Background: an optimization exercise with open tools, aiming at small area, a short achievable clock period and few clock cycles. Do not read the settings as production practice.
In this exercise RTL edits were held to simulation tests only and were not proved equivalent to the original.
No activity file was given, so power comes from the tool's default toggle rates.

==> design/flow/config.mk <==
export PLATFORM = sky130hd
export DESIGN_NAME = frame_codec
export DESIGN_NICKNAME = frame_codec
export VERILOG_FILES = /design/flow/design.v
export SDC_FILE = /design/flow/constraint.sdc
export NUM_CORES = 4
export LEC_CHECK = 0
export CAP_MARGIN = 20
export CORE_MARGIN = 2
export CORE_UTILIZATION = 40
export SLEW_MARGIN = 20
==> design/flow/constraint.sdc <==
create_clock -name core_clock -period 5.0 [get_ports {clk}]
set_input_delay 1.0000 -clock core_clock [delete_from_list [all_inputs] [get_ports {clk}]]
set_output_delay 1.0000 -clock core_clock [all_outputs]
set_load 0.01 [all_outputs]
==> design/flow/design.v <==
module frame_codec (
    input  wire        clk,
    input  wire        rst,           
    input  wire        tx_start,
    input  wire [16:0] tx_len,
    output wire        tx_busy,
    output reg  [1:0]  tx_status,
    output reg  [2:0]  tx_cause,
    output reg  [16:0] tx_flen,
    output wire        txpay_re,
    output wire [15:0] txpay_addr,
    input  wire [7:0]  txpay_rdata,
    output reg         txfrm_we,
    output reg  [16:0] txfrm_addr,
    output reg  [7:0]  txfrm_wdata,
    input  wire        rx_start,
    input  wire [16:0] rx_len,
    input  wire        rx_mode,       
    output wire        rx_busy,
    output reg  [2:0]  rx_status,
    output reg  [2:0]  rx_cause,
    output reg  [16:0] rx_consumed,
    output reg  [3:0]  rx_flags,      
    output reg  [1:0]  rx_payidx,
    output reg  [15:0] rx_paylen,
    output reg  [16:0] rx_fsize,
    output reg         rxbuf_re,
    output reg  [16:0] rxbuf_addr,
    input  wire [7:0]  rxbuf_rdata,
    output reg         rxpay_we,
    output reg  [15:0] rxpay_addr,
    output reg  [7:0]  rxpay_wdata
);
    localparam [1:0] TX_NONE = 2'd0, TX_BUSY = 2'd1, TX_OK = 2'd2, TX_FAULT = 2'd3;
    localparam [2:0] RX_NONE = 3'd0, RX_BUSY = 3'd1, RX_NOFRAME = 3'd2, RX_ACCEPT = 3'd3,
                     RX_DISCARD = 3'd4, RX_FAULT = 3'd5;
    localparam [2:0] C_NONE = 3'd0, C_EMPTY = 3'd1, C_TOO_LONG = 3'd2,
                     C_INVALID_CRC = 3'd3, C_INVALID_TERM = 3'd4;
    function [15:0] crc_upd;
        input [15:0] c;
        input [7:0]  b;
        integer i;
        reg [15:0] r;
        begin
            r = c;
            for (i = 7; i >= 0; i = i - 1) begin
                if (r[15] ^ b[i]) r = {r[14:0], 1'b0} ^ 16'h1021;
                else              r = {r[14:0], 1'b0};
            end
            crc_upd = r;
        end
    endfunction
    localparam [2:0] T_IDLE = 3'd0, T_H1 = 3'd1, T_H2 = 3'd2, T_PAY = 3'd3,
                     T_CRCH = 3'd4, T_CRCL = 3'd5, T_TERM = 3'd6, T_FIN = 3'd7;
    reg [2:0]  tx_st;
    reg        tx_bsy;
    reg        tx_long;
    reg        tx_rd;        
    reg        tx_v1;        
    reg [7:0]  tx_d1;
    reg [15:0] tx_crc;
    wire        tx_fault = (tx_len == 17'd0) || tx_len[16];
    wire [16:0] tx_ainc  = txfrm_addr + 17'd1;
    assign tx_busy    = tx_bsy;
    assign txpay_re   = tx_rd;
    assign txpay_addr = txfrm_addr[15:0];
    always @(posedge clk) begin
        txfrm_addr <= tx_bsy ? tx_ainc : 17'd0;
        tx_d1      <= txpay_rdata;
        tx_v1      <= tx_rd;
        if (tx_v1) tx_crc <= crc_upd(tx_crc, txpay_rdata);
        if (rst) begin
            tx_st     <= T_IDLE;
            tx_bsy    <= 1'b0;
            tx_rd     <= 1'b0;
            tx_v1     <= 1'b0;
            txfrm_we  <= 1'b0;
            tx_status <= TX_NONE;
            tx_cause  <= C_NONE;
            tx_flen   <= 17'd0;
        end else begin
            if (tx_v1) tx_flen[15:0] <= tx_flen[15:0] - 16'd1;
            if (tx_st == T_H1 ? tx_flen[15:0] == 16'd1 : tx_flen[15:0] == 16'd2) tx_rd <= 1'b0;
            case (tx_st)
                T_IDLE: if (tx_start) begin
                    tx_bsy      <= 1'b1;
                    tx_status   <= TX_BUSY;
                    tx_cause    <= (tx_len == 17'd0) ? C_EMPTY : tx_len[16] ? C_TOO_LONG : C_NONE;
                    tx_flen     <= tx_fault ? 17'd0 : {1'b0, tx_len[15:0]};
                    tx_long     <= |tx_len[15:8];
                    tx_crc      <= 16'h0000;
                    txfrm_we    <= !tx_fault;
                    txfrm_wdata <= {7'd1, |tx_len[15:8]};
                    tx_rd       <= !tx_fault;
                    tx_st       <= tx_fault ? T_FIN : T_H1;
                end
                T_H1: begin
                    txfrm_wdata <= tx_long ? tx_flen[15:8] : tx_flen[7:0];
                    tx_st       <= tx_long ? T_H2 : T_PAY;
                end
                T_H2: begin
                    txfrm_wdata <= tx_flen[7:0];
                    tx_st       <= T_PAY;
                end
                T_PAY: begin
                    txfrm_wdata <= tx_long ? tx_d1 : txpay_rdata;
                    if (tx_long ? !tx_v1 : !tx_rd) tx_st <= T_CRCH;
                end
                T_CRCH: begin
                    txfrm_wdata <= tx_crc[15:8];
                    tx_st       <= T_CRCL;
                end
                T_CRCL: begin
                    txfrm_wdata <= tx_crc[7:0];
                    tx_st       <= T_TERM;
                end
                T_TERM: begin
                    txfrm_wdata <= 8'h03;
                    tx_st       <= T_FIN;
                end
                default: begin  
                    tx_bsy    <= 1'b0;
                    txfrm_we  <= 1'b0;
                    tx_status <= txfrm_we ? TX_OK : TX_FAULT;
                    tx_flen   <= txfrm_we ? tx_ainc : 17'd0;
                    tx_st     <= T_IDLE;
                end
            endcase
        end
    end
    localparam [2:0] D_IDLE = 3'd0, D_M0 = 3'd1, D_M1 = 3'd2, D_HA = 3'd3,
                     D_HB = 3'd4, D_HC = 3'd5, D_SIZE = 3'd6, D_DATA = 3'd7;
    reg [2:0]  rx_st;
    reg        rx_bsy;
    reg        rx_moder;
    reg [15:0] rx_crc;
    assign rx_busy = rx_bsy;
    wire        rx_take   = rx_start && (!rx_len[16] || rx_len[15:0] <= 16'd5);
    wire        rx_m_s    = (rxbuf_rdata == 8'h02);
    wire        rx_m_l    = (rxbuf_rdata == 8'h03);
    wire [15:0] rx_cnt    = rx_consumed[15:0];
    task rx_finish;
        input [2:0]  status;
        input [2:0]  cause;
        input        cons;
        begin
            rx_status   <= status;
            rx_cause    <= cause;
            rx_consumed <= cons ? rx_fsize : 17'd0;
            rxbuf_re    <= 1'b0;
            rx_bsy      <= 1'b0;
            rx_st       <= D_IDLE;
        end
    endtask
    always @(posedge clk) begin
        rxbuf_addr  <= rx_bsy ? rxbuf_addr + {16'd0, rxbuf_re} : 17'd0;
        rxpay_addr  <= rxpay_we ? rxpay_addr + 16'd1 : 16'd0;
        rxpay_wdata <= rxbuf_rdata;
        rxpay_we    <= 1'b0;
        if (rst) begin
            rx_st       <= D_IDLE;
            rx_bsy      <= 1'b0;
            rxbuf_re    <= 1'b0;
            rx_status   <= RX_NONE;
            rx_cause    <= C_NONE;
            rx_consumed <= 17'd0;
            rx_flags    <= 4'd0;
            rx_payidx   <= 2'd0;
            rx_paylen   <= 16'd0;
            rx_fsize    <= 17'd0;
        end else begin
            case (rx_st)
                D_IDLE: if (rx_take) begin
                    rx_bsy      <= 1'b1;
                    rx_consumed <= rx_len;
                    rx_moder    <= rx_mode;
                    rx_fsize    <= 17'd0;
                    rx_payidx   <= 2'd0;
                    rx_paylen   <= 16'd0;
                    rx_flags    <= 4'd0;
                    rx_status   <= RX_BUSY;
                    rx_cause    <= C_NONE;
                    rx_crc      <= 16'h0000;
                    rxbuf_re    <= (rx_len != 17'd0);
                    rx_st       <= D_M0;
                end
                D_M0: begin
                    rxbuf_re <= 1'b0;
                    if (!rxbuf_re) rx_finish(RX_NOFRAME, C_NONE, 1'b0);
                    else           rx_st <= D_M1;
                end
                D_M1: begin
                    if (rx_m_s || rx_m_l) rx_payidx <= rx_m_s ? 2'd2 : 2'd3;
                    if (!(rx_m_s || rx_m_l) || rx_consumed == 17'd1) begin
                        rx_finish(RX_NOFRAME, C_NONE, 1'b0);
                    end else begin
                        rxbuf_re <= 1'b1;
                        rx_st    <= D_HA;
                    end
                end
                D_HA: begin
                    if (!(rx_consumed > 17'd2)) rxbuf_re <= 1'b0;
                    rx_st <= D_HB;
                end
                D_HB: begin
                    if (!(rx_consumed > 17'd3)) rxbuf_re <= 1'b0;
                    if (rx_payidx[0]) begin
                        rx_paylen[15:8] <= rxbuf_rdata;
                        if (!rxbuf_re) rx_finish(RX_NOFRAME, C_NONE, 1'b0);
                        else           rx_st <= D_HC;
                    end else begin
                        rx_paylen[7:0] <= rxbuf_rdata;
                        rx_fsize       <= {9'd0, rxbuf_rdata} + 17'd5;
                        rx_flags[0]    <= 1'b1;
                        rx_st          <= D_SIZE;
                    end
                end
                D_HC: begin
                    if (!(rx_consumed > 17'd4)) rxbuf_re <= 1'b0;
                    rx_paylen[7:0] <= rxbuf_rdata;
                    rx_fsize       <= {1'b0, rx_paylen[15:8], rxbuf_rdata} + 17'd6;
                    rx_flags[0]    <= 1'b1;
                    rx_st          <= D_SIZE;
                end
                D_SIZE: begin
                    if (rx_consumed < rx_fsize) begin
                        rx_finish(RX_NOFRAME, C_NONE, 1'b0);
                    end else begin
                        rx_flags[1]       <= 1'b1;
                        rx_consumed[15:0] <= rx_paylen;
                        rx_crc            <= crc_upd(rx_crc, rxbuf_rdata);
                        rxpay_we          <= |rx_paylen;
                        rx_st             <= D_DATA;
                    end
                end
                default: begin  
                    if (rxbuf_re) begin
                        rx_crc            <= crc_upd(rx_crc, rxbuf_rdata);
                        rxpay_we          <= |rx_cnt[15:1];
                        rx_consumed[15:0] <= rx_cnt - 16'd1;
                        if (rx_cnt == 16'd0) rxbuf_re <= 1'b0;
                    end else begin
                        rx_flags[2] <= (rx_crc == 16'h0000);
                        rx_flags[3] <= (rxbuf_rdata == 8'h03);
                        if (rx_crc != 16'h0000) begin
                            if (!rx_moder) rx_finish(RX_DISCARD, C_NONE, 1'b1);
                            else           rx_finish(RX_FAULT, C_INVALID_CRC, 1'b0);
                        end else if (rxbuf_rdata != 8'h03) begin
                            rx_finish(RX_FAULT, C_INVALID_TERM, 1'b0);
                        end else begin
                            rx_finish(RX_ACCEPT, C_NONE, 1'b1);
                        end
                    end
                end
            endcase
        end
    end
endmodule
==> design/flow/run.sh <==
#!/bin/bash
# synth_recipe.tcl (not shown) runs the flow's synth.tcl, then flattens the netlist and writes it again
# the make line also repeats each setting of config.mk as NAME=value (left out here)
make -C /OpenROAD-flow-scripts/flow DESIGN_CONFIG=/design/flow/config.mk WORK_HOME=/design/flow/orfs CLKGATE_MAP_FILE= SYNTH_SCRIPT=/design/flow/synth_recipe.tcl finish
==> impl_results.md <==
* Run status: complete, no violations
* Number of enable flip-flop cells after synthesis at 26
* Most common cell after layout, fill and taps aside: clkdlybuf4s50_1
* Insertion delay to the later sink of the worst-skew pair at roughly 0.51 ns
* CTS max path bufs at 3
* Maximum resistive drop on vdd at approximately 310 uV
* Max transition margin at 35.4%
* Worst min-delay path class: reg -> reg
* Final Wtd Congestion at about 0.92
* Library cell occupying the most area in the post-synthesis netlist: dfxtp_1
* Via count normalized by instance count at 5.62
* Total CTS buffers at 24
* Footprint of the multi-input gates at about 0.006 mm2
* Distinct cell type count of the synthesized netlist at 81
* Portion of the post-synthesis area used by sequential elements at slightly below 40%
* Most instantiated flip-flop cell in the synthesis netlist: dfxtp_1
* Total wire length after detailed routing at between 30000 and 40000 um
* Total inserted antenna cells at 0
* Number of max-cap violations at 0
* Boundary Pins at roughly 230
* Postcts setup bufs at 0
* Final routed wire length divided by cell count at 20.0 um
* Nets in the synthesized netlist at ~1300
* Max Clk Rate at just under 0.3 GHz
* Clock root buffer master: clkbuf_16
* Worst setup path category: reg -> reg
* Ratio of cells with drive above 1 in the final layout at under 10%
* Critical register-to-register path endpoint: rx_consumed[6]
* Cts hold-fix bufs at 0
* Power after layout at approximately 4.7 mW
* Min Clock Period, post-route at 3.44 ns
* Measured slew at the worst slew-check pin at 0.965 ns
* Yosys synthesis warning count at 1
* CTS Sinks at 203
* Sequential standard cell area at about 0.0043 mm2
* Number of standard cells in the final layout excluding fillers at ~1800
* Areal power density over the cells at 337 mW/mm2
* Ratio of final minimum period to clock period at roughly 70%
* First-pass GRT wire length at 54000 um
* Cell types occupying the most area after synthesis: dfxtp_1 33%, edfxtp_1 7.2%, xnor2_1 6.7%, nor2_1 4.3%, ha_1 3.7%
* Routed vias at around 9900
* Gates resized, CTS repair at 0
* Effective utilization at floorplan at roughly two fifths
* Vias in the first global route at ~9200
* Die width at 169 um
* GR Util All Layers at approximately a quarter
* Post-synth top area share at between 30% and 40%
* Share of flip-flops with an asynchronous set or reset after synthesis at 0%
* Residual overflow from global routing at 0
* Total standard cell area after synthesis at 0.0109 mm2
* Area delta synth->final at 28.9%
* Antenna violations before repair at 0
* Average instance area after synthesis at slightly below 9 um2
* Die Ht at roughly 170 um
* Worst reg-to-reg setup slack at between 1.5 and 2 ns
* Cell count of the worst reg-to-reg path at 7
* Num rows at 60
* Required arrival time at the worst endpoint at 5.41 ns
* H-tree Lvls at 1
* Router iterations before antenna repair at 5
* Leakage power at 5.00 nW
* # fillers at roughly 2500
* Die area at approximately 0.029 mm2
* Total placed cells including tap cells at between 1500 and 2000
* Number of buffers added on ports at 225
* Crit end category: register
* Count of mapped cells out of synthesis at 1225
* Clock Pin Slew Worst Setup and Hold Paths at 0.06 ns
* Standard cell core area at 0.0268 mm2
* Fin Setup TNS at 0 ns
* Crit path launch type: register
* Maximum number of pins on one net before global-route repair at 60
* Critical Path Source: rx_st[2]
* Maximum fanout along the worst path at 25
* Remaining design rule violation count at 0
* Setup violators final at 0
* Total Nets Final at 1490
* CTS tree: yes
* Flops & latches, synth at around 200
* R2R Path Start: rx_st[2]
* Crit path arrival time at 3.86 ns
* Final slew viol count at 0
* Commonest non-fill, non-tap cells in the layout: 224 x clkdlybuf4s50_1, 177 x dfxtp_1, 124 x nor2_1
* Post-route antenna net violation count at 0
* Count of endpoints failing hold in the final timing report at 0
* Clock Skews at 0.0131 ns
* Starting DRC count in detailed routing at between 900 and 1000
* Worst setup endpoint: rx_consumed[6]
* HPWL after DPL at 26000 um
* Setup repair after global routing missed its margin: no
[metal layers]
| metal | vias up | routed length [um] | track usage, % |
|---|---|---|---|
| met2 | 429 | 15500 | 36.1 |
| li1 | 4769 | - | - |
| met4 | 0 | 637 | 5.10 |
| met3 | 42 | 3070 | 5.47 |
| met5 | - | 0 | 0 |
| met1 | 4654 | 16000 | 34.4 |
[critical path, cell delays in order, from the launching register on]
cell and delay, ns:
dfxtp_1 0.93, or3_1 0.43, nor2_1 0.15, nor4_1 0.52, and3_1 0.65, buf_4 0.35
nor2_1 0.06, a311oi_1 0.24
[logic make-up after synthesis]
kind of cell / after synthesis / synth area share (%)
simple gates: 445 / 20.8
compound gates: 260 / 17.0
buf+inv: 128 / 5.43
mux: 34 / 3.42
xor+xnor: 122 / 9.83
flops: 203 / 39.8
other cells: 1 / 0.0345
fa+ha+maj: 32 / 3.68
[power by group]
group          switching [mW]  internal [mW]  leakage, nW
clock                   0.678           1.03        0.376
combinational           0.539          0.491         2.94
sequential              0.194           1.79         1.69
total                    1.41           3.31         5.00
[worst min-delay path by stage]
stage                       start       endpoint  slack, ns  cells past startpoint
finish               rx_status[2]   rx_status[2]       0.48                      2
global route         rx_status[2]   rx_status[2]       0.51                      2
detailed placement    rx_cause[2]    rx_cause[2]       0.48                      1
CTS                   rx_cause[2]    rx_cause[2]       0.49                      1
floorplan           rxpay_addr[0]  rxpay_addr[0]       0.48                      1
global placement     rx_status[2]   rx_status[2]       0.47                      2
[layout make-up]
type,count,area share (%)
clock buffers,42,5.49
clock inverters,1,0.0536
inverters,39,1.04
multi-input cells,894,42.6
flip-flops and latches,203,30.9
well taps,341,3.04
repair buffers,241,16.9
[synth_stat cells, drive strengths merged, types with 5 or more instances]
cell,number
a211oi,17
a21boi,6
a21oi,62
a221oi,12
a222oi,11
a22o,10
a22oi,19
a311oi,11
a31oi,13
and2,51
and3,11
and4,7
buf,36
clkbuf,53
dfxtp,177
edfxtp,26
ha,32
inv,37
mux2,5
mux2i,28
nand2,85
nand3,35
nand4,28
nor2,128
nor2b,8
nor3,29
nor4,26
o211ai,6
o21ai,39
o221ai,6
o31ai,9
or3,16
or4,10
xnor2,83
xor2,39
[per-stage QoR]
step           instance area, um2  worst slack [ns]  utilization, %  hold WS (ns)
3_5_place_dp                13200              1.10            49.4         0.477
3_3_place_gp                13200              1.14            49.4         0.467
6_report                    14000              1.56            52.3         0.480
5_1_grt                     14000              1.36            52.3         0.514
2_1_floorplan               10900              1.79               -         0.476
4_1_cts                     14000              1.64            52.3         0.491
[registers in the layout, summed over array words and instances, names as in the netlist, 2 cells and up]
name	count
tx_cause	2
rx_flags	4
rx_st	3
txfrm_addr	17
rx_fsize	17
rx_status	3
tx_crc	16
rx_crc	16
tx_st	3
tx_status	2
tx_flen	17
rxpay_wdata	8
rxpay_addr	16
rx_consumed	17
tx_d1	8
rx_payidx	2
rxbuf_addr	17
txfrm_wdata	8
rx_cause	2
rx_paylen	16
Testbench counts, summed over its fixed seeds: cycles 43,666.

port drivers added, routing unchanged:
No port has a modelled driver above. Below, the same layout with a new extraction and two added sets of constraints. Step 1 (the two cells are an assumption about what drives the block):
set clk [get_ports {clk}]
set_driving_cell -lib_cell sky130_fd_sc_hd__clkbuf_16 $clk
set_driving_cell -lib_cell sky130_fd_sc_hd__buf_2 [delete_from_list [all_inputs] $clk]
Step 2, shift: input delay + t, output delay - t, t = (earliest + latest rising clock arrival at the registers) / 2. This alone moves slack from input paths to output paths. Slacks: no drivers / after step 1 / after step 2; pairs: no drivers / after step 1.
t (ns): 0.554
setup WS [ns]: 1.556 / 1.556 / 1.043
slew at the worst register clock pin (ns): 0.06 / 0.06
worst data-port slew with drivers (ns): 0.07
After both steps this run still meets setup and hold. For this run, drivers alone change the setup slack by 0.000 ns; drivers and shift together by -0.513 ns.
